Context: an optimization exercise on an open-source flow, tuned for small area. The choices shown serve that exercise and are no tape-out recipe. Function was checked by simulation only, so behaviour that the tests miss may differ from the original. Power and IR drop assume default switching activity.

Design cklink, start of the top module:
module cklink (
    input             clk,
    input             rst,
    input             cmd_valid,
    input      [23:0] cmd_word,
    output            cmd_ready,
    output reg        rsp_valid,
    output     [15:0] rsp_word,
    output            busy,
    output            mem_req,
    output            mem_we,
    output reg [15:0] mem_addr,
    output     [7:0]  mem_wdata,
    input             mem_ack,
    input      [7:0]  mem_rdata,
    output            tx_valid,
    output reg [7:0]  tx_data,
    input             tx_ready,
    input             rx_valid,
    input      [7:0]  rx_data,
    output            rx_pop,
    input      [31:0] now_ms
);
clock: 10.0 ns
lec_check: 0
abc_area: 1
abc_clock_period_in_ps: 10000
cap_margin: 20
core_margin: 2
core_utilization: 70
setup_slack_margin: 0.2
slew_margin: 20
standard.sh (not shown) runs the stock make flow with config.mk's settings and CLKGATE_MAP_FILE= SYNTH_SCRIPT=/design/flow/synth_recipe.tcl, a recipe that flattens the netlist after the stock synthesis.
==> flow/flow/run.sh <==
#!/bin/bash
# ORFS layout with the standard synthesis script and standard floorplan,
# power grid and taps, and these changes:
#  - synthesis maps the logic with an area-oriented ABC script (abc_area.script:
#    amap, no buffering or upsizing); registers are mapped as in the standard flow,
#  - ports are buffered with the smallest buffer instead of clkdlybuf4s50_1,
#  - CTS uses clkbuf_8 with clusters of up to 12 sinks and inserts no dummy loads,
#  - cells off the critical paths are downsized before detailed placement.
# Each make run's full output goes to a log file here; ORFS keeps each tool's
# log under orfs/logs.
set -euo pipefail
here=$(pwd)
rm -rf "$here/scripts_abc"
cp -r "$FLOW_HOME/scripts" "$here/scripts_abc"
cp "$here/flow/abc_area.script" "$here/scripts_abc/abc_area.script"
bash standard.sh "SCRIPTS_DIR=$here/scripts_abc" synth > "$here/run_synth.log" 2>&1
bash standard.sh \
  "BUFFER_PORTS_ARGS=-buffer_cell sky130_fd_sc_hd__buf_1" \
  "CTS_ARGS=-sink_clustering_enable -repair_clock_nets -dont_use_dummy_load -buf_list sky130_fd_sc_hd__clkbuf_8 -sink_clustering_size 12 -sink_clustering_max_diameter 50" \
  "PRE_DETAIL_PLACE_TCL=$here/flow/recover.tcl" \
  finish > "$here/run_layout.log" 2>&1
==> flow/flow/abc_area.script <==
strash
dch -f
amap -F 10 -A 20
topo
stime -c
dnsize -c
==> flow/flow/recover.tcl <==
# Downsize cells on paths with timing slack before detailed placement.
estimate_parasitics -placement
repair_timing -recover_power 100
Then changed:
--- a/flow/flow/run.sh
+++ b/flow/flow/run.sh
@@ -5,5 +5,5 @@
 #    amap, no buffering or upsizing); registers are mapped as in the standard flow,
 #  - ports are buffered with the smallest buffer instead of clkdlybuf4s50_1,
-#  - CTS uses clkbuf_8 with clusters of up to 12 sinks and inserts no dummy loads,
+#  - CTS uses clkbuf_8 with clusters of up to 16 sinks and inserts no dummy loads,
 #  - cells off the critical paths are downsized before detailed placement.
 # Each make run's full output goes to a log file here; ORFS keeps each tool's
@@ -17,5 +17,5 @@
 bash standard.sh \
   "BUFFER_PORTS_ARGS=-buffer_cell sky130_fd_sc_hd__buf_1" \
-  "CTS_ARGS=-sink_clustering_enable -repair_clock_nets -dont_use_dummy_load -buf_list sky130_fd_sc_hd__clkbuf_8 -sink_clustering_size 12 -sink_clustering_max_diameter 50" \
+  "CTS_ARGS=-sink_clustering_enable -repair_clock_nets -dont_use_dummy_load -buf_list sky130_fd_sc_hd__clkbuf_8 -sink_clustering_size 16 -sink_clustering_max_diameter 60" \
   "PRE_DETAIL_PLACE_TCL=$here/flow/recover.tcl" \
   finish > "$here/run_layout.log" 2>&1
==> flow/flow/abc_area.script (replaced) <==
strash
dch -f
amap -F 10 -A 20
strash
dch -f
amap -F 10 -A 20
topo
stime -c
dnsize -c
--- a/flow/config.mk
+++ b/flow/config.mk
@@ -10,5 +10,5 @@
 export CAP_MARGIN = 20
 export CORE_MARGIN = 2
-export CORE_UTILIZATION = 70
+export CORE_UTILIZATION = 75
 export SETUP_SLACK_MARGIN = 0.2
 export SLEW_MARGIN = 20
Result: Critical path depth grows by 1. Via count increases slightly. Die area is lower by a few percent. Combinational power is about the same. Utilization goes up by 5.8 points. Sequential cell count is unchanged. Routed wire length hardly moves. Synthesized area drops slightly. Sequential share of layout area grows by 0.47 points. Final area is lower slightly.
Then changed:
==> flow/run.sh (new file) <==
#!/bin/bash
# synth_recipe.tcl (not shown) runs the flow's synth.tcl, then flattens the netlist and writes it again
# the make line also repeats each setting of config.mk as NAME=value (left out here)
make -C /OpenROAD-flow-scripts/flow DESIGN_CONFIG=/design/flow/config.mk WORK_HOME=/design/flow/orfs CLKGATE_MAP_FILE= SYNTH_SCRIPT=/design/flow/synth_recipe.tcl finish
--- a/flow/config.mk
+++ b/flow/config.mk
@@ -10,5 +10,5 @@
 export CAP_MARGIN = 20
 export CORE_MARGIN = 2
-export CORE_UTILIZATION = 75
-export SETUP_SLACK_MARGIN = 0.2
+export CORE_UTILIZATION = 70
+export CTS_BUF_LIST = sky130_fd_sc_hd__clkbuf_4
 export SLEW_MARGIN = 20
removed: flow/flow/run.sh
removed: flow/flow/abc_area.script
removed: flow/flow/recover.tcl
removed: flow/standard.sh
Outcome: The changed run produced a clean layout. Count of clock-buffer cells in the layout rises by 65. Routed wire length increases by 5.8%. Critical path depth increases by 1. Cell count climbs by 30%. Core utilization went down by 3.5 points. Global-route usage falls by 5.7 points. Via count increases by 8.9%. Synthesized area climbs by 12%.

## static timing again, ports no longer ideal
In the flow no input, the clock included, has a driving cell. The finished layouts below were timed again as built, in two steps. Step 1, drivers: a clkbuf_16 drives clk and a buf_2 each remaining input, both assumed. Step 2 also shifts input and output timing later by t, the mid clock arrival at the registers, as if the neighbouring blocks saw the same clock. Slacks: ideal ports / drivers / drivers and shift; pairs: ideal ports / drivers.
| run | shift t [ns] | setup WS [ns] | worst hold slack (ns) | slew at the worst register clock pin (ns) |
|---|---|---|---|---|
| the first run | 0.581 | 0.491 / 0.491 / 0.491 | 0.496 / 0.496 / 0.496 | 0.09 / 0.09 |
| the second run | 0.571 | 0.589 / 0.589 / 0.589 | 0.545 / 0.545 / 0.545 | 0.11 / 0.11 |
| the third run | 0.742 | 0.952 / 0.952 / 0.952 | 0.507 / 0.507 / 0.507 | 0.08 / 0.08 |
After both steps setup and hold are still met in every run listed.
